This design comes from an exercise in tuning for small area, a short achievable clock period and few clock cycles on the open sky130 flow, not from production work.
Function was checked by simulation only, so behaviour that the tests miss may differ from the original.
Power and IR drop assume default switching activity.

==> flow/design.v (excerpt) <==
module mix_core (
    input  wire        clk,
    input  wire        rst,
    output reg         mem_req,
    output reg         mem_we,
    output reg  [11:0] mem_addr,
    output reg  [30:0] mem_wdata,
    input  wire        mem_ack,
    input  wire [30:0] mem_rdata,
    output wire        halted,
    output reg  [2:0]  fault_kind,
    output reg  [13:0] fault_operand,
    output reg  [11:0] pc,
    output reg         ov,
    output reg  [30:0] rA,
    output reg  [30:0] rX,
    output reg  [12:0] rI1,
    output reg  [12:0] rI2,
    output reg  [12:0] rI3,
    output reg  [12:0] rI4,
    output reg  [12:0] rI5,
    output reg  [12:0] rI6
);
==> flow/config.mk <==
export PLATFORM = sky130hd
export DESIGN_NAME = mix_core
export DESIGN_NICKNAME = mix_core
export VERILOG_FILES = /design/flow/design.v
export SDC_FILE = /design/flow/constraint.sdc
export NUM_CORES = 4
export LEC_CHECK = 0
export ABC_AREA = 1
export CAP_MARGIN = 20
export CORE_MARGIN = 2
export CORE_UTILIZATION = 40
export CTS_CLUSTER_DIAMETER = 150
export CTS_CLUSTER_SIZE = 20
export PLACE_DENSITY = 0.6
export SLEW_MARGIN = 20
export TNS_END_PERCENT = 100
==> flow/constraint.sdc <==
create_clock -name core_clock -period 10.0 [get_ports {clk}]
set_input_delay 2.0000 -clock core_clock [delete_from_list [all_inputs] [get_ports {clk}]]
set_output_delay 2.0000 -clock core_clock [all_outputs]
set_load 0.01 [all_outputs]
standard.sh (not shown) runs the stock make flow with config.mk's settings and CLKGATE_MAP_FILE= SYNTH_SCRIPT=/design/flow/synth_recipe.tcl, a recipe that flattens the netlist after the stock synthesis.
==> flow/flow/run.sh <==
#!/bin/bash
set -euo pipefail
cd "$(dirname "$0")/.."
MARGIN=$(cat flow/margin.txt 2>/dev/null || echo 5)
bash standard.sh \
  "BUFFER_PORTS_ARGS=-buffer_cell sky130_fd_sc_hd__buf_1" \
  "SETUP_SLACK_MARGIN=${MARGIN}" \
  finish > standard_make.log 2>&1
==> flow/flow/margin.txt <==
6.85
Testbench counts at the start, summed over its fixed seeds: cycles 74,146.
Rerun with:
==> flow/flow/margin.txt (replaced) <==
6.5
After rerunning:
- register-to-register slack gets worse by 0.05 ns
- worst hold slack gets better by 0.0055 ns
- clock-buffer cell count decreases by 3
- final cell count decreases by a few percent
- sequential power increases by a few percent
- worst setup slack gets worse by 0.24 ns
- area after synthesis stays the same
- power decreases by roughly a tenth
- first-iteration DRC count increases by a few percent
- die area stays the same
- routed wire length decreases by a few percent
Rerun with:
==> flow/flow/margin.txt (replaced) <==
6.7
Effect:
- wire length rises by 3.6%
- worst setup slack improved by 0.17 ns
- final cell count rises by 1.0%
- synthesized area does not change
- core utilization rises by 1.2 points

---

Setup of build 25:
Another version of the RTL of mix_core (not shown whole).
Size in the first run: ~2700 cells after synthesis, about 290 flip-flops, ~250 I/O pins, ~19000 um2 of cells after synthesis.
Settings: LEC_CHECK=0, ABC_AREA=1, CAP_MARGIN=20, CORE_MARGIN=2, CORE_UTILIZATION=40, PLACE_DENSITY=0.6, SLEW_MARGIN=20, TNS_END_PERCENT=0; clock period 10.0 ns.
==> flow/flow/margin.txt <==
6.5
Scripts as last shown in full above: flow/flow/run.sh
Build 25 ended with every stage complete and zero timing, DRC or antenna violations.
Testbench counts of build 25, summed over its fixed seeds: cycles 74,146.
Input changes introduced in build 44 (baseline for comparison: build 25):
--- a/flow/config.mk
+++ b/flow/config.mk
@@ -13,2 +13,2 @@
 export SLEW_MARGIN = 20
-export TNS_END_PERCENT = 0
+export TNS_END_PERCENT = 100
==> summary.txt <==
Final cell count without fillers: build 44 vs build 25 up 0.48%. Build 44 has more setup slack than build 25. Sequential portion of the cell area came out lower on build 44 than on build 25. Looking at fraction of power consumed by combinational cells, build 44 sits above build 25. Build 44: clock network fraction of total power 0.5 points above build 25.
[inputs] build 2 vs build 44
--- a/flow/config.mk
+++ b/flow/config.mk
@@ -7,3 +7,2 @@
 export LEC_CHECK = 0
-export ABC_AREA = 1
 export CAP_MARGIN = 20
## What came out
Number of inverters outside the clock class in the layout: lower on build 2
Diff build 44..build 2 | cell area after layout | negligible
Cmp build 2 and build 44 / die area / higher: build 44
When build 2 is measured against build 44, its layout multi-input combinational cell count turns out 14% lower.
Build 2 reports a lower overall fraction of global-route tracks in use than build 44 does.
When build 2 is set beside build 44, its maximum number of pins on one net before global-route repair turns out to be about 30% smaller.
Row synthesized cell count: build 2 lower / build 44 higher

-- re-timing with driven ports --
How much do the figures lean on ideal ports? The routed layouts below were timed once more, with nothing changed but the port constraints. Step 1 sets driving cells, clkbuf_16 on the clock port and buf_2 on the other inputs (assumed; they add their load-dependent delay and slew). Step 2 moves the port delays by t, midway between the first and last clock arrival at a register: inputs arrive t later, outputs are due t later. That takes back most of the time a late clock gives input paths. Three values: ideal, step 1, step 2; two values: the first two.
run | t, ns | setup slack, ns | latest minus earliest clock arrival (ns)
the first run of note 1 | 0.607 | 6.738 / 6.738 / 6.334 | 0.029 / 0.029
the second run of note 1 | 0.611 | 6.498 / 6.438 / 6.077 | 0.029 / 0.029
the third run of note 1 | 0.605 | 6.668 / 6.609 / 6.218 | 0.032 / 0.031
build 25 | 0.603 | 6.391 / 6.391 / 5.957 | 0.030 / 0.031
build 44 | 0.624 | 6.518 / 6.455 / 5.989 | 0.032 / 0.032
build 2 | 0.610 | 6.235 / 6.235 / 6.080 | 0.030 / 0.030
After both steps setup and hold are still met in every run listed. The setup slack of build 44, which loses most, moves by -0.063 ns with the drivers and by -0.529 ns with both steps.
